From an optimization exercise on the open Yosys and OpenROAD flow, aimed at small area, a short achievable clock period and few clock cycles per item; shortcuts taken in it are not production practice. At most, simulation tests tie the RTL to the original design; equivalence was not proved. Only the layout flow was run in runs 1 and 2; the RTL was not checked for function there. Power is estimated from default activity; no workload was simulated.

File: flow/flow/run.sh
#!/bin/bash
# Own layout flow: the standard synthesis unchanged, then the standard
# ORFS layout steps with a larger setup slack margin for repair_timing, so
# that the resizer works towards the period the pipeline can reach rather
# than the design's much longer clock period. The SDC is not changed.
# flow/extra.txt may add further ORFS make variables (CTS and port-buffer
# arguments, for instance).
set -uo pipefail
M=$(cat flow/margin.txt)
EXTRA=$(cat flow/extra.txt 2>/dev/null || true)
EXTRA=${EXTRA//&/\\&}
sed -e "s|SETUP_SLACK_MARGIN=[-0-9.]*|SETUP_SLACK_MARGIN=$M $EXTRA|" standard.sh > standard_margin.sh
grep -q "SETUP_SLACK_MARGIN=$M" standard_margin.sh || { echo "margin not set" >&2; exit 1; }
bash standard.sh synth > synth.log 2>&1 || exit 1
bash standard_margin.sh > layout.log 2>&1 || exit 1
File: flow/flow/extra.txt
BUFFER_PORTS_ARGS="-buffer_cell sky130_fd_sc_hd__buf_2" MATCH_CELL_FOOTPRINT=0
File: flow/flow/margin.txt
16.15
File: flow/standard.sh
#!/bin/bash
# synth_recipe.tcl (not shown) runs the flow's synth.tcl, then flattens the netlist and writes it again
# the make line also repeats each setting of config.mk as NAME=value (left out here)
make -C /OpenROAD-flow-scripts/flow DESIGN_CONFIG=/design/flow/config.mk WORK_HOME=/design/flow/orfs CLKGATE_MAP_FILE= SYNTH_SCRIPT=/design/flow/synth_recipe.tcl "${@:-finish}"
File: flow/config.mk
export PLATFORM = sky130hd
export DESIGN_NAME = wm_haar
export DESIGN_NICKNAME = wm_haar
export VERILOG_FILES = /design/flow/design.v
export SDC_FILE = /design/flow/constraint.sdc
export NUM_CORES = 8
export LEC_CHECK = 0
export ABC_AREA = 1
export CAP_MARGIN = 20
export CORE_MARGIN = 2
export CORE_UTILIZATION = 60
export CTS_CLUSTER_DIAMETER = 110
export CTS_CLUSTER_SIZE = 22
export SETUP_SLACK_MARGIN = 0.5
export SLEW_MARGIN = 20
File: flow/constraint.sdc
create_clock -name core_clock -period 22.0 [get_ports {clk}]
set_input_delay 4.4000 -clock core_clock [delete_from_list [all_inputs] [get_ports {clk}]]
set_output_delay 4.4000 -clock core_clock [all_outputs]
set_load 0.01 [all_outputs]
File: flow/design.v
module fp64_add #(
    parameter HALF = 0,
    parameter [9:0] CUTS = 10'd0,
    parameter GT_LATE = 0
) (
    input  wire        clk,
    input  wire        en,
    input  wire [63:0] a,
    input  wire [63:0] b,
    output wire [63:0] p,
    output wire [63:0] m
);
    wire [63:0] ai, bi;
    wire        mgt_0;
    wire        eani, ebni;
    generate if (GT_LATE) begin : gl
        if (CUTS[9]) begin : c9
            pipe #(.W(130)) rin (.clk(clk), .en(en), .d({a, b, |a[62:52], |b[62:52]}), .q({ai, bi, eani, ebni}));
        end else begin : n9
            assign {ai, bi, eani, ebni} = {a, b, |a[62:52], |b[62:52]};
        end
        mag_gt #(.N(53)) u_gt (.a({ebni, bi[51:0]}), .b({eani, ai[51:0]}), .gt(mgt_0));
    end else begin : ge
        wire mgt_in;
        mag_gt #(.N(53)) u_gt (.a({|b[62:52], b[51:0]}), .b({|a[62:52], a[51:0]}), .gt(mgt_in));
        if (CUTS[9]) begin : c9
            pipe #(.W(129)) rin (.clk(clk), .en(en), .d({a, b, mgt_in}), .q({ai, bi, mgt_0}));
        end else begin : n9
            assign {ai, bi, mgt_0} = {a, b, mgt_in};
        end
        assign eani = |ai[62:52];
        assign ebni = |bi[62:52];
    end endgenerate
    wire [10:0] ea = ai[62:52];
    wire [10:0] eb = bi[62:52];
    wire        ean = eani;
    wire        ebn = ebni;
    wire [10:0] ea1 = {ea[10:1], ea[0] | ~ean};
    wire [10:0] eb1 = {eb[10:1], eb[0] | ~ebn};
    wire [10:0] dab, dba;
    wire        eswap_0, bnb;
    sub11 u_dab (.x(ea1), .y(eb1), .d(dab), .borrow(eswap_0));
    sub11 u_dba (.x(eb1), .y(ea1), .d(dba), .borrow(bnb));
    wire [10:0] dd = eswap_0 ? dba : dab;
    wire [5:0]  d_0  = dd[5:0] | {6{|dd[10:6]}};
    wire [10:0] ex_0 = eswap_0 ? eb1 : ea1;
    wire [52:0] ma_1, mb_1;
    wire [10:0] ex_1;
    wire [5:0]  d_1;
    wire        eswap_1, sa_1, sb_1, mgt;
    generate if (CUTS[0]) begin : c0
        pipe #(.W(127)) r0 (.clk(clk), .en(en),
            .d({ean, ai[51:0], ebn, bi[51:0], ex_0, d_0, eswap_0, ai[63], bi[63], mgt_0}),
            .q({ma_1, mb_1, ex_1, d_1, eswap_1, sa_1, sb_1, mgt}));
    end else begin : n0
        assign {ma_1, mb_1, ex_1, d_1, eswap_1, sa_1, sb_1, mgt} = {ean, ai[51:0], ebn, bi[51:0], ex_0, d_0, eswap_0, ai[63], bi[63], mgt_0};
    end endgenerate
    wire        swap_1 = eswap_1 | (mgt & ~|d_1);
    wire [52:0] mx_1 = swap_1 ? mb_1 : ma_1;
    wire [52:0] my_1 = CUTS[1] ? (swap_1 ? ma_1 : mb_1) : (eswap_1 ? ma_1 : mb_1);
    wire        fix_1 = CUTS[1] ? 1'b0 : (swap_1 & ~eswap_1);
    wire [52:0] mx_2, my_2, ma_2;
    wire [10:0] ex_2;
    wire [5:0]  d_2;
    wire        fix_2, sa_2, sb_2, swap_2;
    generate if (CUTS[1]) begin : c1
        pipe #(.W(53+53+11+6+4)) r1 (.clk(clk), .en(en),
            .d({mx_1, my_1, ex_1, d_1, fix_1, sa_1, sb_1, swap_1}),
            .q({mx_2, my_2, ex_2, d_2, fix_2, sa_2, sb_2, swap_2}));
    end else begin : n1
        assign {mx_2, my_2, ex_2, d_2, fix_2, sa_2, sb_2, swap_2} = {mx_1, my_1, ex_1, d_1, fix_1, sa_1, sb_1, swap_1};
    end endgenerate
    assign ma_2 = ma_1;
    wire [55:0] fy_2  = {my_2, 3'b000};
    wire [55:0] t_2   = fix_2 ? {ma_2, 3'b000} : (fy_2 >> {d_2[5:3], 3'b000});
    wire [55:0] msk_2 = ~({56{1'b1}} << d_2);
    wire        stk_2 = |(fy_2 & msk_2);
    wire [52:0] mx_3;
    wire [55:0] t_3;
    wire [10:0] ex_3;
    wire [2:0]  d_3;
    wire        stk_3, sa_3, sb_3, swap_3;
    generate if (CUTS[2]) begin : c2
        pipe #(.W(53+56+11+3+4)) r2 (.clk(clk), .en(en),
            .d({mx_2, t_2, ex_2, d_2[2:0], stk_2, sa_2, sb_2, swap_2}),
            .q({mx_3, t_3, ex_3, d_3, stk_3, sa_3, sb_3, swap_3}));
    end else begin : n2
        assign {mx_3, t_3, ex_3, d_3, stk_3, sa_3, sb_3, swap_3} = {mx_2, t_2, ex_2, d_2[2:0], stk_2, sa_2, sb_2, swap_2};
    end endgenerate
    wire [55:0] ysh_3  = t_3 >> d_3;
    wire [55:0] sigy_3 = {ysh_3[55:1], ysh_3[0] | stk_3};
    wire [52:0] mx_4;
    wire [55:0] sigy_4;
    wire [10:0] ex_4;
    wire        sa_4, sb_4, swap_4;
    generate if (CUTS[3]) begin : c3
        pipe #(.W(53+56+11+3)) r3 (.clk(clk), .en(en),
            .d({mx_3, sigy_3, ex_3, sa_3, sb_3, swap_3}),
            .q({mx_4, sigy_4, ex_4, sa_4, sb_4, swap_4}));
    end else begin : n3
        assign {mx_4, sigy_4, ex_4, sa_4, sb_4, swap_4} = {mx_3, sigy_3, ex_3, sa_3, sb_3, swap_3};
    end endgenerate
    wire [55:0] sigx_4 = {mx_4, 3'b000};
    wire [56:0] sum_4;
    wire [55:0] dif_4;
    add56 u_add (.x(sigx_4), .y(sigy_4), .s(sum_4));
    sub56 u_sub (.x(sigx_4), .y(sigy_4), .d(dif_4));
    wire [56:0] sum_5;
    wire [55:0] dif_5;
    wire [10:0] ex_5;
    wire        sa_5, sb_5, swap_5;
    generate if (CUTS[4]) begin : c4
        pipe #(.W(57+56+11+3)) r4 (.clk(clk), .en(en),
            .d({sum_4, dif_4, ex_4, sa_4, sb_4, swap_4}),
            .q({sum_5, dif_5, ex_5, sa_5, sb_5, swap_5}));
    end else begin : n4
        assign {sum_5, dif_5, ex_5, sa_5, sb_5, swap_5} = {sum_4, dif_4, ex_4, sa_4, sb_4, swap_4};
    end endgenerate
    wire        rsh_5  = sum_5[56] | (HALF != 0 && ex_5 == 11'd1);
    wire [55:0] nadd_5 = rsh_5 ? {sum_5[56:2], sum_5[1] | sum_5[0]} : sum_5[55:0];
    wire [10:0] eadd_5 = (HALF != 0) ? ex_5 - 11'd1 + {10'd0, sum_5[56]}
                                     : ex_5 + {10'd0, sum_5[56]};
    wire        wrap_5 = (HALF != 0) && (ex_5 == 11'd2047) && sum_5[56];
    wire [56:0] fd_5   = (HALF != 0) ? {1'b0, dif_5} : {dif_5, 1'b0};
    wire [56:0] sent_5 = (ex_5 <= 11'd57) ? (57'd1 << (7'd57 - ex_5[6:0])) : 57'd0;
    wire [5:0]  lz_5;
    lzc64 u_lzc (.x({fd_5 | sent_5, 7'b1000000}), .n(lz_5));
    wire        zsub_5 = ~|dif_5;
    wire [55:0] nadd_6, dif_6;
    wire [10:0] eadd_6, ex_6;
    wire [5:0]  lz_6;
    wire        wrap_6, zsub_6, sa_6, sb_6, swap_6;
    generate if (CUTS[5]) begin : c5
        pipe #(.W(56+56+11+11+6+5)) r5 (.clk(clk), .en(en),
            .d({nadd_5, dif_5, eadd_5, ex_5, lz_5, wrap_5, zsub_5, sa_5, sb_5, swap_5}),
            .q({nadd_6, dif_6, eadd_6, ex_6, lz_6, wrap_6, zsub_6, sa_6, sb_6, swap_6}));
    end else begin : n5
        assign {nadd_6, dif_6, eadd_6, ex_6, lz_6, wrap_6, zsub_6, sa_6, sb_6, swap_6} = {nadd_5, dif_5, eadd_5, ex_5, lz_5, wrap_5, zsub_5, sa_5, sb_5, swap_5};
    end endgenerate
    wire [56:0] fd_6 = (HALF != 0) ? {1'b0, dif_6} : {dif_6, 1'b0};
    wire [56:0] dsh_6;
    nshl57 u_shl (.x(fd_6), .s(lz_6), .y(dsh_6));
    wire [55:0] nsub_6 = dsh_6[56:1];
    wire [10:0] esub_6 = ex_6 - {5'd0, lz_6};
    wire        radd_6 = nadd_6[2] & (nadd_6[1] | nadd_6[0] | nadd_6[3]);
    wire        rsub_6 = nsub_6[2] & (nsub_6[1] | nsub_6[0] | nsub_6[3]);
    wire        wc1_6 = nadd_6[3] & radd_6;
    wire        wup_6 = (nadd_6[3] ^ radd_6) & (nadd_6[4] ^ wc1_6);
    wire        ia_6  = wrap_6 ? (wc1_6 | wup_6) : radd_6;
    wire [52:0] nadd_7, nsub_7;
    wire [10:0] eadd_7, esub_7;
    wire        ia_7, rsub_7, wrap_7, zsub_7, sa_7, sb_7, swap_7;
    generate if (CUTS[6]) begin : c6
        pipe #(.W(53+53+11+11+7)) r6 (.clk(clk), .en(en),
            .d({nadd_6[55:3], nsub_6[55:3], eadd_6, esub_6, ia_6, rsub_6, wrap_6, zsub_6, sa_6, sb_6, swap_6}),
            .q({nadd_7, nsub_7, eadd_7, esub_7, ia_7, rsub_7, wrap_7, zsub_7, sa_7, sb_7, swap_7}));
    end else begin : n6
        assign {nadd_7, nsub_7, eadd_7, esub_7, ia_7, rsub_7, wrap_7, zsub_7, sa_7, sb_7, swap_7} =
               {nadd_6[55:3], nsub_6[55:3], eadd_6, esub_6, ia_6, rsub_6, wrap_6, zsub_6, sa_6, sb_6, swap_6};
    end endgenerate
    wire [62:0] fadd_7 = wrap_7 ? {12'd0, nadd_7[51:1]}
                                : {nadd_7[52] ? eadd_7 : 11'd0, nadd_7[51:0]};
    wire [62:0] madd0_7, msub0_7;
    inc63 u_inca (.x(fadd_7), .r(ia_7), .y(madd0_7));
    inc63 u_incs (.x({nsub_7[52] ? esub_7 : 11'd0, nsub_7[51:0]}), .r(rsub_7), .y(msub0_7));
    wire [62:0] madd_7 = {madd0_7[62:52] & {11{HALF == 0 || madd0_7[62:52] != 11'h7ff}}, madd0_7[51:0]};
    wire [62:0] msub_7 = {msub0_7[62:52] & {11{HALF == 0 || msub0_7[62:52] != 11'h7ff}}, msub0_7[51:0]};
    wire        ssub_7 = ~zsub_7 & (sa_7 ^ swap_7);
    wire        same_7 = ~(sa_7 ^ sb_7);
    wire [62:0] madd_8, msub_8;
    wire        sa_8, ssub_8, same_8;
    generate if (CUTS[7]) begin : c7
        pipe #(.W(63+63+3)) r7 (.clk(clk), .en(en),
            .d({madd_7, msub_7, sa_7, ssub_7, same_7}),
            .q({madd_8, msub_8, sa_8, ssub_8, same_8}));
    end else begin : n7
        assign {madd_8, msub_8, sa_8, ssub_8, same_8} = {madd_7, msub_7, sa_7, ssub_7, same_7};
    end endgenerate
    wire [63:0] radd_8 = {sa_8, madd_8};
    wire [63:0] rsub_8 = {ssub_8, msub_8};
    generate if (CUTS[8]) begin : c8
        pipe #(.W(128)) r8 (.clk(clk), .en(en),
            .d({same_8 ? radd_8 : rsub_8, same_8 ? rsub_8 : radd_8}),
            .q({p, m}));
    end else begin : n8
        assign {p, m} = {same_8 ? radd_8 : rsub_8, same_8 ? rsub_8 : radd_8};
    end endgenerate
endmodule
module pipe #(
    parameter W = 1
) (
    input  wire         clk,
    input  wire         en,
    input  wire [W-1:0] d,
    output reg  [W-1:0] q
);
    always @(posedge clk) if (en) q <= d;
endmodule
module lzc64 (
    input  wire [63:0] x,
    output wire [5:0]  n
);
    wire [63:0] z0 = ~x;
    wire [31:0] z1;  wire [31:0] c1;
    wire [15:0] z2;  wire [31:0] c2;
    wire [7:0]  z3;  wire [23:0] c3;
    wire [3:0]  z4;  wire [15:0] c4;
    wire [1:0]  z5;  wire [9:0]  c5;
    genvar g;
    generate
        for (g = 0; g < 32; g = g + 1) begin : l1
            assign z1[g] = z0[2*g+1] & z0[2*g];
            assign c1[g] = z0[2*g+1];
        end
        for (g = 0; g < 16; g = g + 1) begin : l2
            assign z2[g] = z1[2*g+1] & z1[2*g];
            assign c2[2*g+1 -: 2] = z1[2*g+1] ? {1'b1, c1[2*g]} : {1'b0, c1[2*g+1]};
        end
        for (g = 0; g < 8; g = g + 1) begin : l3
            assign z3[g] = z2[2*g+1] & z2[2*g];
            assign c3[3*g+2 -: 3] = z2[2*g+1] ? {1'b1, c2[4*g+1 -: 2]} : {1'b0, c2[4*g+3 -: 2]};
        end
        for (g = 0; g < 4; g = g + 1) begin : l4
            assign z4[g] = z3[2*g+1] & z3[2*g];
            assign c4[4*g+3 -: 4] = z3[2*g+1] ? {1'b1, c3[6*g+2 -: 3]} : {1'b0, c3[6*g+5 -: 3]};
        end
        for (g = 0; g < 2; g = g + 1) begin : l5
            assign z5[g] = z4[2*g+1] & z4[2*g];
            assign c5[5*g+4 -: 5] = z4[2*g+1] ? {1'b1, c4[8*g+3 -: 4]} : {1'b0, c4[8*g+7 -: 4]};
        end
    endgenerate
    assign n = z5[1] ? {1'b1, c5[4:0]} : {1'b0, c5[9:5]};
endmodule
module nshl57 (
    input  wire [56:0] x,
    input  wire [5:0]  s,
    output wire [56:0] y
);
    wire [56:0] t5 = s[5] ? {x[24:0], 32'd0}  : x;
    wire [56:0] t4 = s[4] ? {t5[40:0], 16'd0} : t5;
    wire [56:0] t3 = s[3] ? {t4[48:0], 8'd0}  : t4;
    wire [56:0] t2 = s[2] ? {t3[52:0], 4'd0}  : t3;
    wire [56:0] t1 = s[1] ? {t2[54:0], 2'd0}  : t2;
    assign y = s[0] ? {t1[55:0], 1'b0} : t1;
endmodule
module pfx_skl #(
    parameter N = 56
) (
    input  wire [N-1:0] g,
    input  wire [N-1:0] p,
    output wire [N-1:0] c
);
    localparam L = (N <= 2) ? 1 : (N <= 4) ? 2 : (N <= 8) ? 3 : (N <= 16) ? 4 : (N <= 32) ? 5 : (N <= 64) ? 6 : 7;
    wire [N-1:0] gl [0:L];
    wire [N-1:0] pl [0:L];
    assign gl[0] = g;
    assign pl[0] = p;
    genvar l, i;
    generate for (l = 0; l < L; l = l + 1) begin : lv
        for (i = 0; i < N; i = i + 1) begin : bt
            if ((i >> l) & 1) begin : m
                localparam integer J = ((i >> l) << l) - 1;
                assign gl[l+1][i] = gl[l][i] | (pl[l][i] & gl[l][J]);
                assign pl[l+1][i] = pl[l][i] & pl[l][J];
            end else begin : k
                assign gl[l+1][i] = gl[l][i];
                assign pl[l+1][i] = pl[l][i];
            end
        end
    end endgenerate
    assign c = gl[L];
endmodule
module add56 (
    input  wire [55:0] x,
    input  wire [55:0] y,
    output wire [56:0] s
);
    wire [55:0] p = x ^ y;
    wire [55:0] c;
    pfx_skl #(.N(56)) u_c (.g(x & y), .p(p), .c(c));
    assign s = {c[55], p ^ {c[54:0], 1'b0}};
endmodule
module sub56 (
    input  wire [55:0] x,
    input  wire [55:0] y,
    output wire [55:0] d
);
    wire [55:0] p = ~(x ^ y);
    wire [55:0] g = {x[55:1] & ~y[55:1], x[0] | ~y[0]};
    wire [55:0] c;
    pfx_skl #(.N(56)) u_c (.g(g), .p(p), .c(c));
    assign d = p ^ {c[54:0], 1'b1};
endmodule
module mag_gt #(
    parameter N = 63
) (
    input  wire [N-1:0] a,
    input  wire [N-1:0] b,
    output wire         gt
);
    wire [63:0] ax = {{(64-N){1'b0}}, a};
    wire [63:0] bx = {{(64-N){1'b0}}, b};
    wire [63:0] g0 = ax & ~bx;
    wire [63:0] e0 = ~(ax ^ bx);
    wire [31:0] g1, e1;
    wire [15:0] g2, e2;
    wire [7:0]  g3, e3;
    wire [3:0]  g4, e4;
    wire [1:0]  g5, e5;
    genvar i;
    generate
        for (i = 0; i < 32; i = i + 1) begin : l1
            assign g1[i] = g0[2*i+1] | (e0[2*i+1] & g0[2*i]);
            assign e1[i] = e0[2*i+1] & e0[2*i];
        end
        for (i = 0; i < 16; i = i + 1) begin : l2
            assign g2[i] = g1[2*i+1] | (e1[2*i+1] & g1[2*i]);
            assign e2[i] = e1[2*i+1] & e1[2*i];
        end
        for (i = 0; i < 8; i = i + 1) begin : l3
            assign g3[i] = g2[2*i+1] | (e2[2*i+1] & g2[2*i]);
            assign e3[i] = e2[2*i+1] & e2[2*i];
        end
        for (i = 0; i < 4; i = i + 1) begin : l4
            assign g4[i] = g3[2*i+1] | (e3[2*i+1] & g3[2*i]);
            assign e4[i] = e3[2*i+1] & e3[2*i];
        end
        for (i = 0; i < 2; i = i + 1) begin : l5
            assign g5[i] = g4[2*i+1] | (e4[2*i+1] & g4[2*i]);
            assign e5[i] = e4[2*i+1] & e4[2*i];
        end
    endgenerate
    assign gt = g5[1] | (e5[1] & g5[0]);
endmodule
module and_pfx #(
    parameter N = 64
) (
    input  wire [N-1:0] x,
    output wire [N-1:0] c
);
    localparam L = (N <= 2) ? 1 : (N <= 4) ? 2 : (N <= 8) ? 3 : (N <= 16) ? 4 : (N <= 32) ? 5 : (N <= 64) ? 6 : 7;
    wire [N-1:0] pl [0:L];
    assign pl[0] = x;
    genvar l, i;
    generate for (l = 0; l < L; l = l + 1) begin : lv
        for (i = 0; i < N; i = i + 1) begin : bt
            if ((i >> l) & 1) begin : m
                localparam integer J = ((i >> l) << l) - 1;
                assign pl[l+1][i] = pl[l][i] & pl[l][J];
            end else begin : k
                assign pl[l+1][i] = pl[l][i];
            end
        end
    end endgenerate
    assign c = pl[L];
endmodule
module inc63 (
    input  wire [62:0] x,
    input  wire        r,
    output wire [62:0] y
);
    wire [62:0] c;
    and_pfx #(.N(63)) u_c (.x({x[61:0], r}), .c(c));
    assign y = x ^ c;
endmodule
module sub11 (
    input  wire [10:0] x,
    input  wire [10:0] y,
    output wire [10:0] d,
    output wire        borrow
);
    wire [10:0] p = ~(x ^ y);
    wire [10:0] g = {x[10:1] & ~y[10:1], x[0] | ~y[0]};
    wire [10:0] c;
    pfx_skl #(.N(11)) u_c (.g(g), .p(p), .c(c));
    assign d = p ^ {c[9:0], 1'b1};
    assign borrow = ~c[10];
endmodule
module wm_haar (
    input  wire        clk,
    input  wire        rst,         
    input  wire        in_valid,
    output wire        in_ready,
    input  wire [63:0] in_x0,
    input  wire [63:0] in_x1,
    input  wire [63:0] in_x2,
    input  wire [63:0] in_x3,
    output wire        out_valid,
    input  wire        out_ready,
    output wire [63:0] out_y0,
    output wire [63:0] out_y1,
    output wire [63:0] out_y2,
    output wire [63:0] out_y3
);
    localparam [9:0] CUTS1 = 10'b1011010100;
    localparam [9:0] CUTS2 = 10'b0001011001;
    localparam integer LAT = ncuts(CUTS1) + ncuts(CUTS2);
    function integer ncuts;
        input [9:0] c;
        integer k;
        begin
            ncuts = 0;
            for (k = 0; k < 10; k = k + 1) ncuts = ncuts + c[k];
        end
    endfunction
    reg         s_valid;    
    reg         o_valid;
    reg         in_rdy;     
    wire        adv = ~s_valid;
    reg  [LAT-1:0] v;
    always @(posedge clk)
        if (rst) v <= {LAT{1'b0}};
        else if (adv) v <= {v[LAT-2:0], in_valid};
    wire [63:0] s01, d01, s23, d23;
    fp64_add #(.HALF(0), .CUTS(CUTS1), .GT_LATE(1)) u_a01 (.clk(clk), .en(adv), .a(in_x0), .b(in_x1), .p(s01), .m(d01));
    fp64_add #(.HALF(0), .CUTS(CUTS1), .GT_LATE(1)) u_a23 (.clk(clk), .en(adv), .a(in_x2), .b(in_x3), .p(s23), .m(d23));
    wire [63:0] y0, y1, y2, y3;
    fp64_add #(.HALF(1), .CUTS(CUTS2)) u_b0 (.clk(clk), .en(adv), .a(s01), .b(s23), .p(y0), .m(y1));
    fp64_add #(.HALF(1), .CUTS(CUTS2)) u_b1 (.clk(clk), .en(adv), .a(d01), .b(d23), .p(y2), .m(y3));
    wire        inc_v  = v[LAT-1];
    wire        o_free = ~o_valid | out_ready;
    reg  [255:0] o_q, s_q;
    always @(posedge clk) begin
        if (o_free) o_q <= s_valid ? s_q : {y0, y1, y2, y3};
        if (~s_valid) s_q <= {y0, y1, y2, y3};
    end
    always @(posedge clk)
        if (rst) begin
            o_valid <= 1'b0;
            s_valid <= 1'b0;
            in_rdy  <= 1'b1;
        end else begin
            if (o_free) o_valid <= s_valid | inc_v;
            s_valid <= s_valid ? ~o_free : (inc_v & ~o_free);
            in_rdy  <= s_valid ? o_free : ~(inc_v & ~o_free);
        end
    assign in_ready  = in_rdy;
    assign out_valid = o_valid;
    assign {out_y0, out_y1, out_y2, out_y3} = o_q;
endmodule
==> flow_metrics.env, run 1 <==
export IMPL_timing_rr_start="u_b0.c4.r4.q[4]$_DFFE_PN_"
export IMPL_report_power_total_uw=24200
export IMPL_synth_edf_count=2570
export IMPL_synth_top_area_frac=0.433
export IMPL_finalSetupTns_ns=0
export IMPL_routedWlPerCell_um=22.0
export IMPL_wl_um=565000
export IMPL_ctsHoldBuffers=0
export IMPL_syn_num_nets=22800
export IMPL_hpwl_um=442000
export IMPL_cts_buffers=158
export IMPL_htreeDepth=4
export IMPL_portBuffers=517
export IMPL_grt_pass1_wl_um=837000
export IMPL_slowest_stage="edfxtp_1"
export IMPL_postSynthCellCount=21700
export IMPL_fin_crit_ns=5.97
export IMPL_pin_count=518
export IMPL_first_iter_violations=16900
export IMPL_netlist_top_cells_area="edfxtp_1, nand2_1, o21ai_0"
export IMPL_syn_area_mm2=0.178
export IMPL_crit_chain="buf_2"
export IMPL_power_density_mw_per_mm2=128
export IMPL_die_x_um=549
export IMPL_clk_pin_slew_ns=0.09
export IMPL_cts_num_sinks=2838
export IMPL_synth_cell_type_count=87
export IMPL_rsz0062_at_grt="yes"
export IMPL_end_kind="output port"
export IMPL_hold_violations=0
export IMPL_hold_path_end="u_b0.c3.r3.q[1]$_DFFE_PN_"
export IMPL_run_status="no timing/DRC/antenna violations"
export IMPL_die_h_um=549
export IMPL_irDropWorstVdd_uv=71.4
export IMPL_synth_top_area_cell="edfxtp_1"
export IMPL_r2r_end="u_b0.c6.r6.q[16]$_DFFE_PN_"
export IMPL_leakagePower_uw=0.0841
export IMPL_rows=200
export IMPL_yosysSeqAreaShare=0.463
export IMPL_drv_cap=0
export IMPL_path_buf_inv=1
export IMPL_crit_type="flop to output port"
export IMPL_route_met2_wl_um=260000
export IMPL_timing_fmax_mhz=167
export IMPL_firstDrtPassIters=9
export IMPL_synthFlopType="edfxtp_1"
export IMPL_relSlewSlack=0.118
export IMPL_regToRegSetupSlack_ns=16.43
export IMPL_fin_nets=22800
export IMPL_ys_seq_elements=2838
export IMPL_top_layer_used="met5"
export IMPL_finalMaxSlewViolations=0
export IMPL_antenna_found_initial=11
export IMPL_vias=151000
export IMPL_clk_latency_ns=0.92
export IMPL_met1_length_um=221000
export IMPL_drtAntennaViolNets=0
export IMPL_synthTopCellsByCount="nand2_1, edfxtp_1, inv_1, o21ai_0, nand3_1"
export IMPL_grt_util_all_layers=0.364
export IMPL_drcViolationCount=0
export IMPL_clockBufferDepth=4
export IMPL_gp_congestion=1.05
export IMPL_hold_path_class="flop to flop"
export IMPL_grt_max_degree=240
export IMPL_slowest_delay_ns=0.50
export IMPL_required_ns=17.60
export IMPL_path_max_fanout=1
export IMPL_core_region_area_mm2=0.296
export IMPL_crit_arrival_ns=1.57
export IMPL_cp_top_family="flip-flops"
export IMPL_via_per_inst=5.89
export IMPL_whs_path_depth=0
export IMPL_area_delta_synth_final_pct=5.69
export IMPL_reg2regPathDepth=26
export IMPL_fin_crit_sh=0.272
export IMPL_dieArea_mm2=0.302
export IMPL_gr_total_overflow=0
export IMPL_setup_viol=0
export IMPL_route_met3_wl_um=37600
export IMPL_async_reset_ff_frac=0
export IMPL_min_delay_start="u_b0.c0.r0.q[1]$_DFFE_PN_"
export IMPL_cts_tree="done"
export IMPL_final_layout_size_suffix_gt1_frac=0.0655
export IMPL_syn_area_per_cell_um2=8.20
export IMPL_start_util=0.602
export IMPL_startpoint_type="flop"
export IMPL_cts_root_buffer="clkbuf_16"
export IMPL_tightest_slew_ns=1.31
export IMPL_fin_worst_skew_ns=0.0671
export IMPL_synth_most_common_cell="nand2_1"
export IMPL_yosys_warnings=9
export IMPL_grt_pass1_vias=140000
==> sequential cells by signal, summed over array words and instances, names as in the netlist, 127 cells and up <==
signal	cells
o_q	256
s_q	256
u_b0.c6.r6.q	135
u_b1.c6.r6.q	135
u_a01.c6.r6.q	134
u_a23.c6.r6.q	134
u_a01.gl.c9.rin.q	130
u_a23.gl.c9.rin.q	130
u_a01.c7.r7.q	129
u_a23.c7.r7.q	129
u_a01.c2.r2.q	127
u_a23.c2.r2.q	127
u_b0.c0.r0.q	127
u_b1.c0.r0.q	127
==> worst max path at each step <==
stage | from | endpoint | depth (start not counted)
floorplan | out_ready | o_q[0]$_DFFE_PN_ | 2
global placement | out_ready | o_q[227]$_DFFE_PN_ | 5
detailed placement | out_ready | o_q[227]$_DFFE_PN_ | 5
CTS | o_q[255]$_DFFE_PN_ | out_y0[63] | 1
global route | o_q[255]$_DFFE_PN_ | out_y0[63] | 1
finish | o_q[255]$_DFFE_PN_ | out_y0[63] | 1
==> logic make-up after synthesis <==
family / share of synthesized area
AOI/OAI and AO/OA: 0.117
xor gates and xnor gates: 0.0395
DFF: 0.463
adders and majority gates: 0.0609
muxes: 0.00419
buffers and inverters: 0.0780
and+or+nand+nor: 0.237
==> where the power goes <==
| group | switching (uW) | internal [uW] |
|---|---|---|
| clock network | 1770 | 1360 |
| registers | 1460 | 8560 |
| logic | 7700 | 3370 |
| total | 10900 | 13300 |
==> cell usage in the layout (no fill, tap or decap), drive strengths merged, types with 112 or more instances in the layout <==
master / count
nand4: 261
nand3: 2002
nor2: 1523
ha: 810
inv: 2477
edfxtp: 2570
buf: 757
o21bai: 112
o21ai: 2234
nand2: 5572
xnor2: 137
dfxtp: 268
or2: 150
a21oi: 846
o211ai: 137
clkbuf: 195
nor3: 256
xor2: 661
==> area by class of cell <==
type / instances / area [um^2]
antenna: 5 / 12.5
clock buffer: 191 / 4120
clock inverter: 28 / 370
fill: 24900 / 108000
inverter: 2489 / 9390
multi-input combinational: 15400 / 82300
sequential: 2838 / 82500
tap: 3939 / 4930
timing repair buffer: 761 / 4740
timing repair inverter: 1 / 5.00
==> metal layers <==
layer	vias up	global-route usage
met5	-	0
met4	10	0.252
met3	1501	0.0409
met2	6586	0.595
met1	70200	0.453
li1	72900	-
==> repair_timing <==
item                                   4_1_cts  5_1_grt
buffers inserted                             0       21
gates cloned                                 2        6
endpoints found under the hold margin        0        0
setup endpoints to repair                  553      990
pin swaps                                    2        8
resized for setup                           26       84
==> through the flow <==
step / utilization / worst slack [ns] / cell area (um^2) / instances / hold slack [ns]
6_report: 0.636 / 16.03 / 188000 / 25700 / 0.405
5_1_grt: 0.636 / 15.98 / 188000 / 25700 / 0.416
4_1_cts: 0.634 / 15.94 / 188000 / 25700 / 0.416
3_5_place_dp: 0.618 / 14.94 / 183000 / 25400 / 0.405
3_3_place_gp: 0.618 / 15.06 / 183000 / 25400 / 0.401
2_1_floorplan: - / 13.28 / 178000 / 21700 / 0.400
==> inputs of run 2 (changes only) <==
--- a/flow/config.mk
+++ b/flow/config.mk
@@ -6,5 +6,5 @@
 export NUM_CORES = 8
 export LEC_CHECK = 0
-export ABC_AREA = 1
+export ABC_CLOCK_PERIOD_IN_PS = 3000
 export CAP_MARGIN = 20
 export CORE_MARGIN = 2
==> flow_metrics.env, run 2 <==
export IMPL_run_status="no timing/DRC/antenna violations"
export IMPL_slowest_stage="edfxtp_1"
export IMPL_timing_hold_ws_ns=0.421
export IMPL_seqCellArea_mm2=0.0825
export IMPL_die_h_um=547
export IMPL_crit_type="flop to output port"
export IMPL_regToRegSetupSlack_ns=16.29
export IMPL_yosysSeqAreaShare=0.467
export IMPL_cts_root_buffer="clkbuf_16"
export IMPL_dieArea_mm2=0.299
export IMPL_fin_crit_sh=0.270
export IMPL_path_max_fanout=1
export IMPL_required_ns=17.60
export IMPL_ys_seq_elements=2838
export IMPL_drtAntennaViolNets=0
export IMPL_rsz0062_at_grt="yes"
export IMPL_setup_viol=0
export IMPL_via_per_inst=6.34
export IMPL_clk_pin_slew_ns=0.09
export IMPL_core_region_area_mm2=0.293
export IMPL_crit_arrival_ns=1.54
export IMPL_power_density_mw_per_mm2=121
export IMPL_fin_nets=18000
export IMPL_wl_um=546000
export IMPL_hpwl_um=421000
export IMPL_cp_top_family="flip-flops"
export IMPL_n_fill_cell=23100
export IMPL_syn_num_nets=17900
export IMPL_synthMuxAreaShare=0.131
export IMPL_gr_total_overflow=0
export IMPL_fin_crit_ns=5.94
export IMPL_drv_cap=0
export IMPL_final_common_cell="edfxtp_1"
export IMPL_grt_util_all_layers=0.353
export IMPL_grt_max_degree=218
export IMPL_finalMaxSlewViolations=0
export IMPL_syn_area_per_cell_um2=10.5
export IMPL_pin_count=518
export IMPL_syn_area_mm2=0.177
export IMPL_grt_pass1_wl_um=799000
export IMPL_path_buf_inv=1
export IMPL_clk_latency_ns=0.92
export IMPL_fin_area_mm2=0.190
export IMPL_die_x_um=547
export IMPL_synth_edf_count=2570
export IMPL_rows=199
export IMPL_synth_xor_area_frac=0.0476
export IMPL_cts_buffers=162
export IMPL_yosys_warnings=9
export IMPL_antenna_found_initial=15
export IMPL_firstDrtPassIters=8
export IMPL_drcViolationCount=0
export IMPL_netlist_top_cells_area="edfxtp_1, mux2i_1, ha_1"
export IMPL_ctsHoldBuffers=0
export IMPL_top_regs="o_q: 256 flops, s_q: 256 flops"
export IMPL_async_reset_ff_frac=0
export IMPL_postSynthCellCount=16800
export IMPL_tightest_slew_ns=1.22
export IMPL_relSlewSlack=0.162
export IMPL_finalSetupTns_ns=0
export IMPL_synthTopCellsByCount="edfxtp_1, nand2_1, mux2i_1, nor2_1, o21ai_0"
export IMPL_htreeDepth=4
export IMPL_slowest_delay_ns=0.46
export IMPL_final_layout_size_suffix_gt1_frac=0.127
export IMPL_end_kind="output port"
export IMPL_routedWlPerCell_um=26.1
export IMPL_cts_num_sinks=2838
export IMPL_clockBufferDepth=4
export IMPL_synth_cell_type_count=125
export IMPL_synthSimpleGateAreaFrac=0.116
export IMPL_synth_compound_area_frac=0.136
export IMPL_synthFlopType="edfxtp_1"
export IMPL_first_iter_violations=14000
export IMPL_hold_path_class="flop to flop"
export IMPL_crit_chain="buf_2"
export IMPL_portBuffers=517
export IMPL_timing_fmax_mhz=168
export IMPL_multi_input_area_mm2=0.0881
export IMPL_grt_pass1_vias=125000
export IMPL_vias=133000
export IMPL_area_delta_synth_final_pct=7.40
export IMPL_synth_top_area_frac=0.437
export IMPL_synth_top_area_cell="edfxtp_1"
export IMPL_gp_congestion=1.05
export IMPL_most_common_layout_cells="edfxtp_1, nand2_1, mux2i_1, nor2_1, o21ai_0"
export IMPL_start_util=0.602
export IMPL_irDropWorstVdd_uv=111
export IMPL_placed_cell_area_mm2=0.183
export IMPL_hold_violations=0
export IMPL_cts_tree="done"
export IMPL_leakagePower_uw=0.0761
export IMPL_synth_most_common_cell="edfxtp_1"
export IMPL_fin_worst_skew_ns=0.0436
export IMPL_synth_adder_area_share=0.0615
export IMPL_startpoint_type="flop"
export IMPL_synth_top_family_by_area="compound AO/OA/AOI/OAI gates"
## run 2: final cells by class
type | instances | share of cell area
clock buffer | 199 | 0.0224
tap | 3919 | 0.0258
inverter | 929 | 0.0186
sequential | 2838 | 0.435
timing repair buffer | 887 | 0.0311
multi-input combinational | 12100 | 0.464
clock inverter | 33 | 0.00259
antenna | 4 | 0.0000528
timing repair inverter | 2 | 0.0000528
## run 2: power by group
group	switching [uW]	internal (uW)	total, uW
sequential	1840	8340	10200
combinational	5770	3730	9500
clock	1780	1440	3210
## run 2: cells by family after synthesis
kind of cell             Yosys count
buffers and inverters           1854
flip-flops                      2838
AND/OR/NAND/NOR                 4366
adder cells (fa/ha/maj)          847
multiplexers                    2169
AO/OA/AOI/OAI                   3754
XOR/XNOR                         960
## run 2: worst paths after layout
kind,from,to,cells after the start
max,o_q[58]$_DFFE_PN_,out_y3[58],1
min,u_a01.c4.r4.q[1]$_DFFE_PN_,u_a01.c6.r6.q[1]$_DFFE_PN_,0
max reg2reg,u_b1.c4.r4.q[4]$_DFFE_PN_,u_b1.c6.r6.q[17]$_DFFE_PN_,26
min reg2reg,u_a01.c4.r4.q[1]$_DFFE_PN_,u_a01.c6.r6.q[1]$_DFFE_PN_,0
## run 2: repair_timing
| action | CTS | global route |
|---|---|---|
| setup endpoints to repair | 824 | 696 |
| gates cloned | 6 | 11 |
| gates resized for setup | 144 | 132 |
| setup buffers | 40 | 49 |
| pin swaps | 22 | 21 |
## run 2: stage by stage
step | setup slack [ns] | instances | util | power [uW]
3_5_place_dp | 14.33 | 20600 | 0.623 | 19300
3_3_place_gp | 14.43 | 20600 | 0.623 | 19100
2_1_floorplan | -13.70 | 16800 | - | 15600
4_1_cts | 16.03 | 20800 | 0.643 | 22600
6_report | 16.06 | 20900 | 0.647 | 22900
5_1_grt | 16.05 | 20900 | 0.647 | 24000
## run 2: routing by layer
layer	part of all wire	vias up	GRT usage
met4	0.076	10	0.227
met3	0.065	1518	0.0394
li1	-	61900	-
met5	0.00010	-	0
met2	0.46	5850	0.573
met1	0.40	63300	0.450
==> inputs of run 3 (changes only) <==
--- a/flow/design.v
+++ b/flow/design.v
@@ -393,6 +393,6 @@
     output wire [63:0] out_y3
 );
-    localparam [9:0] CUTS1 = 10'b1011010100;
-    localparam [9:0] CUTS2 = 10'b0001011001;
+    localparam [9:0] CUTS1 = 10'b1101010100;
+    localparam [9:0] CUTS2 = 10'b0001010100;
     localparam integer LAT = ncuts(CUTS1) + ncuts(CUTS2);
     function integer ncuts;
==> flow_metrics.env, run 3 <==
export IMPL_most_common_layout_cells="edfxtp_1, nand2_1, mux2i_1, a21oi_1, nor2_1"
export IMPL_cts_tree="done"
export IMPL_hold_violations=0
export IMPL_crit_type="flop to output port"
export IMPL_timing_hold_ws_ns=0.422
export IMPL_synth_top_area_frac=0.411
export IMPL_die_h_um=536
export IMPL_path_max_fanout=1
export IMPL_run_status="no timing/DRC/antenna violations"
export IMPL_reg2regPathDepth=14
export IMPL_die_x_um=536
export IMPL_synth_edf_count=2322
export IMPL_drcViolationCount=0
export IMPL_cts_buffers=154
export IMPL_fin_worst_skew_ns=0.0426
export IMPL_antenna_found_initial=16
export IMPL_drv_cap=0
export IMPL_hpwl_um=437000
export IMPL_crit_start="o_q[226]$_DFFE_PN_"
export IMPL_final_common_cell="edfxtp_1"
export IMPL_timing_rr_start="u_b1.c6.r6.q[4]$_DFFE_PN_"
export IMPL_hold_path_class="flop to flop"
export IMPL_fin_nets=17800
export IMPL_wl_um=568000
export IMPL_yosysSeqAreaShare=0.443
export IMPL_dieArea_mm2=0.287
export IMPL_netlist_top_cells_area="edfxtp_1, mux2i_1, ha_1"
export IMPL_cts_root_buffer="clkbuf_16"
export IMPL_startpoint_type="flop"
export IMPL_rows=195
export IMPL_slowest_delay_ns=0.47
export IMPL_timing_fmax_mhz=169
export IMPL_ys_seq_elements=2589
export IMPL_hold_path_end="u_b0.c6.r6.q[0]$_DFFE_PN_"
export IMPL_rsz0062_at_grt="yes"
export IMPL_synth_cell_type_count=107
export IMPL_syn_num_nets=17700
export IMPL_required_ns=17.60
export IMPL_tightest_slew_ns=1.29
export IMPL_gr_total_overflow=0
export IMPL_relSlewSlack=0.116
export IMPL_clk_latency_ns=0.89
export IMPL_grt_max_degree=247
export IMPL_grt_pass1_wl_um=823000
export IMPL_slowest_stage="edfxtp_1"
export IMPL_syn_area_per_cell_um2=10.2
export IMPL_setup_viol=0
export IMPL_grt_pass1_vias=126000
export IMPL_ctsHoldBuffers=0
export IMPL_finalNonFillerCells=20500
export IMPL_final_layout_size_suffix_gt1_frac=0.132
export IMPL_placed_cell_area_mm2=0.175
export IMPL_cp_top_family="flip-flops"
export IMPL_first_iter_violations=15400
export IMPL_clk_pin_slew_ns=0.08
export IMPL_fin_area_mm2=0.183
export IMPL_irDropWorstVdd_uv=129
export IMPL_grt_util_all_layers=0.382
export IMPL_synth_top_area_cell="edfxtp_1"
export IMPL_core_region_area_mm2=0.282
export IMPL_routedWlPerCell_um=27.7
export IMPL_placed_cells=20100
export IMPL_cts_num_sinks=2589
export IMPL_postSynthCellCount=16600
export IMPL_end_kind="output port"
export IMPL_synthTopCellsByCount="edfxtp_1, nand2_1, mux2i_1, a21oi_1, nor2_1"
export IMPL_syn_area_mm2=0.170
export IMPL_power_density_mw_per_mm2=132
export IMPL_yosys_warnings=8
export IMPL_gp_congestion=1.05
export IMPL_synth_most_common_cell="edfxtp_1"
export IMPL_firstDrtPassIters=7
export IMPL_leakagePower_uw=0.0739
export IMPL_r2r_end="o_q[41]$_DFFE_PN_"
export IMPL_async_reset_ff_frac=0
export IMPL_min_delay_start="u_b0.c4.r4.q[0]$_DFFE_PN_"
export IMPL_clockBufferDepth=4
export IMPL_crit_arrival_ns=1.52
export IMPL_portBuffers=517
export IMPL_pin_count=518
export IMPL_htreeDepth=4
export IMPL_path_buf_inv=1
export IMPL_vias=135000
export IMPL_via_per_inst=6.56
export IMPL_top_regs="o_q: 256 flops, s_q: 256 flops"
export IMPL_whs_path_depth=0
export IMPL_fin_crit_sh=0.269
export IMPL_regToRegSetupSlack_ns=16.24
export IMPL_crit_chain="buf_2"
export IMPL_drtAntennaViolNets=0
export IMPL_start_util=0.602
export IMPL_synthFlopType="edfxtp_1"
export IMPL_finalSetupTns_ns=0
export IMPL_area_delta_synth_final_pct=7.97
export IMPL_finalMaxSlewViolations=0
export IMPL_fin_crit_ns=5.92
run 3: how the worst max path moves through the flow:
stage / cells after the start / slack, ns / endpoint
final: 1 / 16.08 / out_y0[34]
after global routing: 1 / 16.03 / out_y0[34]
after CTS: 22 / 16.02 / u_b1.c6.r6.q[17]$_DFFE_PN_
after detailed placement: 19 / 14.05 / u_b1.c6.r6.q[17]$_DFFE_PN_
after global placement: 19 / 14.15 / u_b1.c6.r6.q[17]$_DFFE_PN_
after floorplan: 8 / 15.28 / o_q[183]$_DFFE_PN_
run 3: layout make-up:
type	instances	area, um^2
antenna	10	25.0
multi-input combinational	12100	89300
clock buffer	192	4080
sequential	2589	75100
timing repair buffer	891	6110
fill	22100	98700
clock inverter	34	445
tap	3743	4680
inverter	906	3450
run 3: what timing repair did:
item / CTS / global route
endpoints found under the setup margin: 1109 / 923
cloned: 7 / 12
resized for setup: 207 / 193
pin swaps: 21 / 28
buffers inserted: 61 / 63
run 3: cells by family after synthesis:
kind of cell / count (synthesis) / synth area share
and+or+nand+nor: 4306 / 0.118
AOI/OAI and AO/OA: 3993 / 0.150
DFF: 2589 / 0.443
muxes: 1994 / 0.131
buffers and inverters: 1827 / 0.0418
xor gates and xnor gates: 1005 / 0.0519
adders and majority gates: 847 / 0.0641
run 3: layer usage:
layer  vias to the layer above  global-route usage  wire [um]
li1                      61400                   -          -
met1                     64300               0.474     215000
met2                      6959               0.614     259000
met3                      1862              0.0518      42700
met4                        12               0.274      50400
met5                         -                   0         82
run 3: through the flow:
stage | setup slack [ns] | util | total power [uW]
6_report | 16.08 | 0.650 | 24200
3_5_place_dp | 14.05 | 0.623 | 20300
2_1_floorplan | 15.28 | - | 15900
3_3_place_gp | 14.15 | 0.623 | 20200
5_1_grt | 16.03 | 0.650 | 25200
4_1_cts | 16.02 | 0.644 | 23600
run 3: where the power goes:
group          switching (uW)  internal [uW]  leakage [uW]
logic                    7130           4240        0.0445
registers                2090           7690        0.0273
clock network            1680           1350       0.00219
total                   10900          13300        0.0739
Testbench counts of run 3, summed over its fixed seeds: cycles 32,072, items 32,000.
==> inputs of run 4 (changes only) <==
--- a/flow/config.mk
+++ b/flow/config.mk
@@ -6,5 +6,5 @@
 export NUM_CORES = 8
 export LEC_CHECK = 0
-export ABC_CLOCK_PERIOD_IN_PS = 3000
+export ABC_AREA = 1
 export CAP_MARGIN = 20
 export CORE_MARGIN = 2
==> flow_metrics.env, run 4 <==
export IMPL_grt_max_degree=326
export IMPL_yosys_warnings=8
export IMPL_rows=196
export IMPL_slowest_delay_ns=0.50
export IMPL_firstDrtPassIters=11
export IMPL_syn_num_nets=23100
export IMPL_dieArea_mm2=0.291
export IMPL_grt_util_all_layers=0.374
export IMPL_wl_um=563000
export IMPL_path_max_fanout=1
export IMPL_fin_crit_ns=5.97
export IMPL_path_buf_inv=1
export IMPL_rsz0062_at_grt="yes"
export IMPL_hold_path_class="flop to flop"
export IMPL_gp_congestion=1.07
export IMPL_crit_chain="buf_2"
export IMPL_power_frac_clock=0.126
export IMPL_power_switching_uw=11300
export IMPL_fin_area_mm2=0.183
export IMPL_cts_tree="done"
export IMPL_cts_root_buffer="clkbuf_16"
export IMPL_final_layout_size_suffix_gt1_frac=0.0679
export IMPL_clockBufferDepth=4
export IMPL_final_common_cell="nand2_1"
export IMPL_pin_count=518
export IMPL_drcViolationCount=0
export IMPL_routedWlPerCell_um=21.8
export IMPL_setup_viol=0
export IMPL_met1_usage=0.468
export IMPL_synth_top_area_cell="edfxtp_1"
export IMPL_vias=152000
export IMPL_synth_top_area_frac=0.406
export IMPL_hold_violations=0
export IMPL_startpoint_type="flop"
export IMPL_fin_nets=23100
export IMPL_grtUsageMet3=0.0437
export IMPL_fin_worst_skew_ns=0.0652
export IMPL_finalMaxSlewViolations=0
export IMPL_yosysSeqAreaShare=0.437
export IMPL_via_per_inst=5.90
export IMPL_syn_area_mm2=0.172
export IMPL_intPower_uw=12700
export IMPL_area_delta_synth_final_pct=6.31
export IMPL_synth_edf_count=2322
export IMPL_p_comb_frac=0.489
export IMPL_end_kind="output port"
export IMPL_hpwl_um=445000
export IMPL_drv_cap=0
export IMPL_synthTopCellsByCount="nand2_1, inv_1, edfxtp_1, o21ai_0, nand3_1"
export IMPL_tightest_slew_ns=1.27
export IMPL_swShare=0.472
export IMPL_cp_top_family="flip-flops"
export IMPL_first_iter_violations=17000
export IMPL_final_core_util=0.641
export IMPL_grt_pass1_wl_um=836000
export IMPL_core_region_area_mm2=0.285
export IMPL_die_x_um=539
export IMPL_gr_total_overflow=0
export IMPL_grt_pass1_vias=139000
export IMPL_cts_buffers=150
export IMPL_clk_latency_ns=0.90
export IMPL_crit_arrival_ns=1.57
export IMPL_clk_pin_slew_ns=0.09
export IMPL_crit_type="flop to output port"
export IMPL_fin_crit_sh=0.271
export IMPL_htreeDepth=4
export IMPL_drtAntennaViolNets=0
export IMPL_syn_area_per_cell_um2=7.82
export IMPL_finalSetupTns_ns=0
export IMPL_leakagePower_uw=0.0846
export IMPL_netlist_top_cells_area="edfxtp_1, nand2_1, o21ai_0"
export IMPL_async_reset_ff_frac=0
export IMPL_slowest_stage="edfxtp_1"
export IMPL_die_h_um=539
export IMPL_top_regs="o_q: 256 flops, s_q: 256 flops"
export IMPL_antenna_found_initial=20
export IMPL_synth_cell_type_count=81
export IMPL_cts_num_sinks=2589
export IMPL_synthFlopType="edfxtp_1"
export IMPL_required_ns=17.60
export IMPL_portBuffers=517
export IMPL_synth_most_common_cell="nand2_1"
export IMPL_relSlewSlack=0.146
export IMPL_postSynthCellCount=22000
export IMPL_placed_cell_area_mm2=0.177
export IMPL_most_common_layout_cells="nand2_1, inv_1, edfxtp_1, nand3_1, o21ai_0"
export IMPL_ys_seq_elements=2589
export IMPL_grt_busiest_layer="met2"
export IMPL_timing_fmax_mhz=168
export IMPL_ctsHoldBuffers=0
export IMPL_run_status="no timing/DRC/antenna violations"
export IMPL_met2_usage=0.608
export IMPL_start_util=0.603
export IMPL_power_frac_seq=0.385
export IMPL_irDropWorstVdd_uv=107
export IMPL_power_density_mw_per_mm2=131
[run 4: power groups by stage]
stage          Sequential [uW]  Clock, uW  Combinational (uW)
6_report                  9220       3020               11700
5_1_grt                   9320       3210               12900
4_1_cts                   9160       3050               11300
3_5_place_dp              9270          0               11200
3_3_place_gp              9210          0               11100
2_1_floorplan             8560          0                7650
[run 4: worst reg2reg max path: cells and delay by family, from the launching register on]
family                     cells  cell delay [ns]
and+or+nand+nor               12             1.99
AOI/OAI and AO/OA              4             0.71
buffers and inverters          6             1.43
DFF                            1             0.43
adders and majority gates      1             0.19
xor gates and xnor gates       1             0.68
[run 4: area by class of cell]
class                   instances  area [um^2]
clock inverters                38          514
multi-input cells           15900        83700
clock buffers                 182         3930
inverters                    2577         9790
fillers                     24700       102000
repair buffers                775         4930
flip-flops and latches       2589        75100
well taps                    3762         4710
diodes                         14         35.0
repair inverters                5         30.0
[run 4: layer usage]
| metal | wire, um | vias up |
|---|---|---|
| met2 | 258000 | 7057 |
| met1 | 217000 | 70200 |
| li1 | - | 73500 |
| met4 | 46200 | 6 |
| met3 | 40800 | 1531 |
| met5 | 46 | - |
[run 4: worst paths after layout]
check        cells after the start                            from                          end  slack [ns]
max                              1              o_q[239]$_DFFE_PN_                   out_y0[47]       16.03
max reg2reg                     24  u_a23.gl.c9.rin.q[0]$_DFFE_PN_  u_a23.c2.r2.q[24]$_DFFE_PN_       16.37
min reg2reg                      0      u_b0.c2.r2.q[16]$_DFFE_PN_   u_b0.c4.r4.q[12]$_DFFE_PN_        0.40
min                              0      u_b0.c2.r2.q[16]$_DFFE_PN_   u_b0.c4.r4.q[12]$_DFFE_PN_        0.40
[run 4: through the flow]
| step | setup slack, ns | instances | hold slack [ns] | total power [uW] |
|---|---|---|---|---|
| 4_1_cts | 16.00 | 25700 | 0.415 | 23500 |
| 3_3_place_gp | 14.82 | 25500 | 0.401 | 20300 |
| 2_1_floorplan | 13.28 | 22000 | 0.400 | 16200 |
| 6_report | 16.03 | 25800 | 0.400 | 24000 |
| 5_1_grt | 15.99 | 25800 | 0.419 | 25400 |
| 3_5_place_dp | 14.73 | 25500 | 0.405 | 20500 |
[run 4: cell families (layout without fill, tap and decap cells)]
| group | after synthesis | after routing | synth area share |
|---|---|---|---|
| flops | 2589 | 2589 | 0.437 |
| simple gates | 10500 | 10500 | 0.258 |
| other cells | 0 | 14 | 0 |
| fa+ha+maj | 846 | 846 | 0.0631 |
| buf+inv | 3521 | 3577 | 0.0809 |
| compound gates | 3776 | 3776 | 0.119 |
| mux | 65 | 65 | 0.00415 |
| xor+xnor | 723 | 724 | 0.0373 |
[run 4: what timing repair did]
action / 4_1_cts / 5_1_grt
pin swaps: 1 / 17
endpoints found under the setup margin: 1120 / 1173
gates resized for setup: 99 / 140
gates cloned: 4 / 9
buffers inserted: 3 / 73
==> inputs of run 5 (changes only) <==
==> flow/flow/extra.txt (replaced) <==
BUFFER_PORTS_ARGS="-buffer_cell sky130_fd_sc_hd__buf_2" MATCH_CELL_FOOTPRINT=0 POST_GLOBAL_PLACE_TCL=$PWD/flow/post_gp.tcl
==> flow/flow/margin.txt (replaced) <==
16.2
==> flow/flow/post_gp.tcl (new file) <==
# After global placement: move each output port buffer onto the register
# that drives it, so that the register drives a short wire and the buffer
# (upsized) drives the wire to the pin; input port buffers, which drive a
# single register or a buffer tree, use the smallest buffer. Detailed
# placement legalises the moved cells afterwards.
set db [ord::get_db]
set block [ord::get_db_block]
set buf_out [$db findMaster sky130_fd_sc_hd__buf_4]
set buf_in [$db findMaster sky130_fd_sc_hd__buf_1]
set moved 0
foreach inst [$block getInsts] {
  set name [$inst getName]
  if {[string match "input*" $name] && [[$inst getMaster] getName] eq "sky130_fd_sc_hd__buf_2"} {
    $inst swapMaster $buf_in
    continue
  }
  if {![string match "output*" $name]} continue
  set drv ""
  foreach it [$inst getITerms] {
    if {[$it isInputSignal]} {
      set net [$it getNet]
      if {$net ne "NULL"} {
        foreach it2 [$net getITerms] {
          if {[$it2 isOutputSignal]} { set drv [$it2 getInst] }
        }
      }
    }
  }
  $inst swapMaster $buf_out
  if {$drv eq ""} continue
  set loc [$drv getLocation]
  $inst setLocation [lindex $loc 0] [lindex $loc 1]
  incr moved
}
puts "post_gp: moved $moved output buffers"
==> flow_metrics.env, run 5 <==
export IMPL_run_status="no timing/DRC/antenna violations"
export IMPL_die_h_um=539
export IMPL_hpwl_um=447000
export IMPL_firstDrtPassIters=7
export IMPL_via_per_inst=5.91
export IMPL_swShare=0.469
export IMPL_relSlewSlack=0.171
export IMPL_required_ns=17.60
export IMPL_placed_cells=25500
export IMPL_met2_usage=0.614
export IMPL_wl_um=568000
export IMPL_die_x_um=539
export IMPL_start_util=0.603
export IMPL_fin_nets=23100
export IMPL_cts_buffers=150
export IMPL_power_frac_seq=0.381
export IMPL_pin_count=518
export IMPL_crit_arrival_ns=1.51
export IMPL_min_delay_start="u_a01.c2.r2.q[8]$_DFFE_PN_"
export IMPL_cts_num_sinks=2589
export IMPL_grtUsageMet3=0.0470
export IMPL_power_frac_clock=0.125
export IMPL_synthFlopType="edfxtp_1"
export IMPL_cts_root_buffer="clkbuf_16"
export IMPL_top_regs="o_q: 256 flops, s_q: 256 flops"
export IMPL_report_power_total_uw=24400
export IMPL_portBuffers=517
export IMPL_routedWlPerCell_um=22.0
export IMPL_cts_tree="done"
export IMPL_area_delta_synth_final_pct=6.95
export IMPL_finalNonFillerCells=25800
export IMPL_end_kind="output port"
export IMPL_grt_pass1_wl_um=843000
export IMPL_tightest_slew_ns=1.23
export IMPL_timing_rr_start="u_b1.c2.r2.q[4]$_DFFE_PN_"
export IMPL_fin_crit_ns=5.91
export IMPL_intPower_uw=12900
export IMPL_netlist_top_cells_area="edfxtp_1, nand2_1, o21ai_0"
export IMPL_leakagePower_uw=0.0843
export IMPL_hold_path_class="flop to flop"
export IMPL_regToRegSetupSlack_ns=16.51
export IMPL_rsz0062_at_grt="yes"
export IMPL_most_common_layout_cells="nand2_1, inv_1, edfxtp_1, nand3_1, o21ai_0"
export IMPL_gr_total_overflow=0
export IMPL_async_reset_ff_frac=0
export IMPL_postSynthCellCount=22000
export IMPL_crit_chain="buf_6"
export IMPL_irDropWorstVdd_uv=114
export IMPL_finalMaxSlewViolations=0
export IMPL_htreeDepth=4
export IMPL_r2r_end="u_b1.c4.r4.q[124]$_DFFE_PN_"
export IMPL_n_fill_cell=24200
export IMPL_synth_top_area_cell="edfxtp_1"
export IMPL_hold_path_end="u_a01.c4.r4.q[4]$_DFFE_PN_"
export IMPL_fin_crit_sh=0.268
export IMPL_syn_area_mm2=0.172
export IMPL_seqCellArea_mm2=0.0751
export IMPL_path_buf_inv=1
export IMPL_synth_top_area_frac=0.406
export IMPL_final_common_cell="nand2_1"
export IMPL_cp_top_family="flip-flops"
export IMPL_vias=153000
export IMPL_slowest_delay_ns=0.45
export IMPL_timing_fmax_mhz=169
export IMPL_multi_input_area_mm2=0.0838
export IMPL_yosys_warnings=8
export IMPL_synthTopCellsByCount="nand2_1, inv_1, edfxtp_1, o21ai_0, nand3_1"
export IMPL_path_max_fanout=1
export IMPL_grt_busiest_layer="met2"
export IMPL_first_iter_violations=17500
export IMPL_fin_worst_skew_ns=0.0630
export IMPL_reg2regPathDepth=22
export IMPL_grt_util_all_layers=0.377
export IMPL_core_region_area_mm2=0.285
export IMPL_ys_seq_elements=2589
export IMPL_final_layout_size_suffix_gt1_frac=0.0558
export IMPL_power_density_mw_per_mm2=132
export IMPL_finalSetupTns_ns=0
export IMPL_synth_edf_count=2322
export IMPL_slowest_stage="edfxtp_1"
export IMPL_grt_pass1_vias=140000
export IMPL_crit_type="flop to output port"
export IMPL_final_core_util=0.645
export IMPL_dieArea_mm2=0.291
export IMPL_clk_pin_slew_ns=0.09
export IMPL_clk_latency_ns=0.91
export IMPL_rows=196
export IMPL_setup_viol=0
export IMPL_grt_max_degree=326
export IMPL_drtAntennaViolNets=0
export IMPL_startpoint_type="flop"
export IMPL_power_switching_uw=11400
export IMPL_clockBufferDepth=4
export IMPL_synth_cell_type_count=81
export IMPL_drcViolationCount=0
export IMPL_hold_violations=0
export IMPL_yosysSeqAreaShare=0.437
export IMPL_syn_num_nets=23100
export IMPL_met1_usage=0.466
export IMPL_p_comb_frac=0.494
export IMPL_whs_path_depth=0
export IMPL_syn_area_per_cell_um2=7.82
export IMPL_drv_cap=0
export IMPL_synth_most_common_cell="nand2_1"
export IMPL_antenna_found_initial=18
run 5: cell type report:
| class | instances | area share |
|---|---|---|
| multi-input cells | 15900 | 0.456 |
| repair buffers | 762 | 0.0327 |
| diodes | 10 | 0.000136 |
| clock inverters | 37 | 0.00285 |
| flip-flops and latches | 2589 | 0.408 |
| clock buffers | 184 | 0.0214 |
| inverters | 2577 | 0.0533 |
| repair inverters | 4 | 0.000136 |
| well taps | 3762 | 0.0256 |
run 5: cells by family after synthesis:
family | after synthesis | synth area share
adder cells (fa/ha/maj) | 846 | 0.0631
flip-flops | 2589 | 0.437
AO/OA/AOI/OAI | 3776 | 0.119
XOR/XNOR | 723 | 0.0373
multiplexers | 65 | 0.00415
buffers and inverters | 3521 | 0.0809
AND/OR/NAND/NOR | 10500 | 0.258
run 5: repair_timing:
item | CTS | global route
cloned | 3 | 8
pin swaps | 1 | 14
endpoints found under the setup margin | 1252 | 1414
gates resized for setup | 293 | 188
setup buffers | 6 | 56
hold buffers | 0 | 0
run 5: how the worst max path moves through the flow:
stage / from / slack [ns] / cells after the start / endpoint
after floorplan: out_ready / 13.28 / 2 / o_q[0]$_DFFE_PN_
after global placement: u_a01.c8.r8.q[60]$_DFFE_PN_ / 14.82 / 30 / u_b1.c2.r2.q[34]$_DFFE_PN_
after detailed placement: u_a01.c8.r8.q[123]$_DFFE_PN_ / 14.69 / 23 / u_b0.c2.r2.q[111]$_DFFE_PN_
after CTS: o_q[64]$_DFFE_PN_ / 16.08 / 1 / out_y2[0]
after global routing: o_q[128]$_DFFE_PN_ / 16.06 / 1 / out_y1[0]
final: o_q[128]$_DFFE_PN_ / 16.09 / 1 / out_y1[0]
run 5: per-stage QoR:
step           instance area (um^2)  setup WS [ns]  hold WS, ns
2_1_floorplan                172000          13.28        0.400
3_3_place_gp                 177000          14.82        0.401
3_5_place_dp                 177000          14.69        0.405
4_1_cts                      183000          16.08        0.416
5_1_grt                      184000          16.06        0.415
6_report                     184000          16.09        0.417
run 5: metal layers:
layer  vias to the layer above  wire [um]
li1                      73400          -
met1                     70500     218000
met2                      7088     261000
met3                      1551      41900
met4                         8      48000
met5                         -         49
run 5: power groups by stage:
stage | clock network, uW | logic (uW) | registers, uW
2_1_floorplan | 0 | 7650 | 8560
3_3_place_gp | 0 | 11100 | 9210
3_5_place_dp | 0 | 11400 | 9270
4_1_cts | 3060 | 11600 | 9200
5_1_grt | 3220 | 13200 | 9380
6_report | 3040 | 12000 | 9290
==> inputs of run 6 (changes only) <==
==> flow/flow/extra.txt (replaced) <==
BUFFER_PORTS_ARGS="-buffer_cell sky130_fd_sc_hd__buf_2" MATCH_CELL_FOOTPRINT=0 POST_GLOBAL_PLACE_TCL=$PWD/flow/post_gp2.tcl
==> flow/flow/margin.txt (replaced) <==
16.15
==> flow/flow/post_gp2.tcl (new file) <==
# After global placement: move each register that drives an output port
# buffer next to that buffer (at the pin), so that the clock-to-output path
# has no long wire; the register's input side, which has slack, takes the
# wire instead. Detailed placement legalises the moved cells afterwards.
set block [ord::get_db_block]
set moved 0
foreach inst [$block getInsts] {
  if {![string match "output*" [$inst getName]]} continue
  set drv ""
  foreach it [$inst getITerms] {
    if {[$it isInputSignal]} {
      set net [$it getNet]
      if {$net ne "NULL"} {
        foreach it2 [$net getITerms] {
          if {[$it2 isOutputSignal]} { set drv [$it2 getInst] }
        }
      }
    }
  }
  if {$drv eq ""} continue
  if {![string match "*DFF*" [$drv getName]] && ![string match "*dfxtp*" [[$drv getMaster] getName]] && ![string match "*edfxtp*" [[$drv getMaster] getName]]} continue
  # the output port's pin position
  set bt ""
  foreach it [$inst getITerms] {
    if {[$it isOutputSignal]} {
      set net [$it getNet]
      if {$net ne "NULL"} { foreach b [$net getBTerms] { set bt $b } }
    }
  }
  if {$bt eq ""} continue
  set bb [$bt getBBox]
  set x [expr {([$bb xMin] + [$bb xMax]) / 2}]
  set y [expr {([$bb yMin] + [$bb yMax]) / 2}]
  $inst setLocation $x $y
  $drv setLocation $x $y
  incr moved
}
puts "post_gp2: moved $moved output registers"
removed: flow/flow/post_gp.tcl
==> flow_metrics.env, run 6 <==
export IMPL_path_max_fanout=1
export IMPL_drtAntennaViolNets=0
export IMPL_pin_count=518
export IMPL_syn_area_mm2=0.172
export IMPL_ys_seq_elements=2589
export IMPL_hold_path_class="flop to flop"
export IMPL_postSynthCellCount=22000
export IMPL_cts_num_sinks=2589
export IMPL_run_status="no timing/DRC/antenna violations"
export IMPL_hpwl_um=446000
export IMPL_die_x_um=539
export IMPL_synthTopCellsByCount="nand2_1, inv_1, edfxtp_1, o21ai_0, nand3_1"
export IMPL_placed_cell_area_mm2=0.177
export IMPL_synth_compound_area_frac=0.119
export IMPL_synth_most_common_cell="nand2_1"
export IMPL_fin_crit_ns=5.88
export IMPL_cts_buffers=151
export IMPL_grt_util_all_layers=0.375
export IMPL_relSlewSlack=0.0766
export IMPL_path_buf_inv=1
export IMPL_async_reset_ff_frac=0
export IMPL_fin_nets=23100
export IMPL_timing_hold_ws_ns=0.423
export IMPL_die_h_um=539
export IMPL_synth_top_area_frac=0.406
export IMPL_final_layout_size_suffix_gt1_frac=0.0677
export IMPL_synth_xor_area_frac=0.0373
export IMPL_firstDrtPassIters=9
export IMPL_final_common_cell="nand2_1"
export IMPL_routedWlPerCell_um=21.8
export IMPL_fin_area_mm2=0.183
export IMPL_start_util=0.603
export IMPL_crit_arrival_ns=1.48
export IMPL_synthSimpleGateAreaFrac=0.258
export IMPL_whs_path_depth=0
export IMPL_leakagePower_uw=0.0845
export IMPL_netlist_top_cells_area="edfxtp_1, nand2_1, o21ai_0"
export IMPL_drv_cap=0
export IMPL_cts_root_buffer="clkbuf_16"
export IMPL_fin_crit_sh=0.267
export IMPL_synth_top_area_cell="edfxtp_1"
export IMPL_rsz0062_at_grt="yes"
export IMPL_gr_total_overflow=0
export IMPL_area_delta_synth_final_pct=6.26
export IMPL_most_common_layout_cells="nand2_1, inv_1, edfxtp_1, nand3_1, o21ai_0"
export IMPL_timing_fmax_mhz=170
export IMPL_finalNonFillerCells=25800
export IMPL_clockBufferDepth=4
export IMPL_crit_cells=1
export IMPL_hold_violations=0
export IMPL_multi_input_area_mm2=0.0837
export IMPL_grt_max_degree=326
export IMPL_grt_pass1_wl_um=837000
export IMPL_startpoint_type="flop"
export IMPL_antenna_found_initial=19
export IMPL_rows=196
export IMPL_cts_tree="done"
export IMPL_cp_top_family="flip-flops"
export IMPL_yosys_warnings=8
export IMPL_via_per_inst=5.89
export IMPL_synth_adder_area_share=0.0631
export IMPL_vias=152000
export IMPL_setup_viol=0
export IMPL_crit_chain="buf_2"
export IMPL_finalSetupTns_ns=0
export IMPL_syn_area_per_cell_um2=7.82
export IMPL_regToRegSetupSlack_ns=16.46
export IMPL_synthFlopType="edfxtp_1"
export IMPL_fin_worst_skew_ns=0.0639
export IMPL_end_kind="output port"
export IMPL_slowest_stage="edfxtp_1"
==> run 6: timing repair <==
item                                    in CTS  in global routing
endpoints found under the setup margin    1053               1127
gates cloned                                 3                 10
hold buffers                                 0                  0
pin swaps                                    1                 19
buffers inserted                             7                 60
gates resized for setup                     88                145
endpoints found under the hold margin        0                  0
==> run 6: worst paths after layout <==
kind                                              endpoint                        from
worst min register to register  u_a01.c4.r4.q[4]$_DFFE_PN_  u_a01.c2.r2.q[8]$_DFFE_PN_
worst min-delay path            u_a01.c4.r4.q[4]$_DFFE_PN_  u_a01.c2.r2.q[8]$_DFFE_PN_
worst max-delay path                             out_y0[5]          o_q[197]$_DFFE_PN_
worst max register to register  u_b1.c6.r6.q[17]$_DFFE_PN_   u_b1.c4.r4.q[4]$_DFFE_PN_
==> run 6: layout make-up <==
class                      count  share of cell area
sequential                  2589               0.411
clock buffer                 183              0.0217
timing repair buffer         766              0.0266
tap                         3762              0.0258
inverter                    2577              0.0536
timing repair inverter         5            0.000178
multi-input combinational  15900               0.458
clock inverter                37             0.00262
antenna                       17            0.000233
==> run 6: logic make-up after synthesis <==
| family | count (synthesis) |
|---|---|
| compound gates | 3776 |
| xor+xnor | 723 |
| fa+ha+maj | 846 |
| buf+inv | 3521 |
| flops | 2589 |
| mux | 65 |
| simple gates | 10500 |
==> run 6: power breakdown <==
group          switching (uW)  internal, uW
sequential               1490          7720
clock                    1670          1350
combinational            8160          3590
total                   11300         12700
==> run 6: stage by stage <==
stage | setup WS (ns) | power (uW)
finish | 16.12 | 24000
global route | 16.09 | 25400
CTS | 16.08 | 23500
detailed placement | 14.71 | 20500
global placement | 14.82 | 20300
floorplan | 13.28 | 16200
==> run 6: metal layers <==
metal | vias to the layer above | track usage | wire length (um)
met5 | - | 0 | 105
met4 | 16 | 0.265 | 48100
met3 | 1597 | 0.0442 | 40500
met2 | 6885 | 0.609 | 257000
met1 | 70100 | 0.466 | 217000
li1 | 73500 | - | -

Check on run 6: ideal ports give 16.118 ns setup slack; a clkbuf_16 on the clock port and buf_2 on the inputs give 16.012 ns; moving port delays by the midpoint clock arrival (0.989 ns) as well gives 15.430 ns.
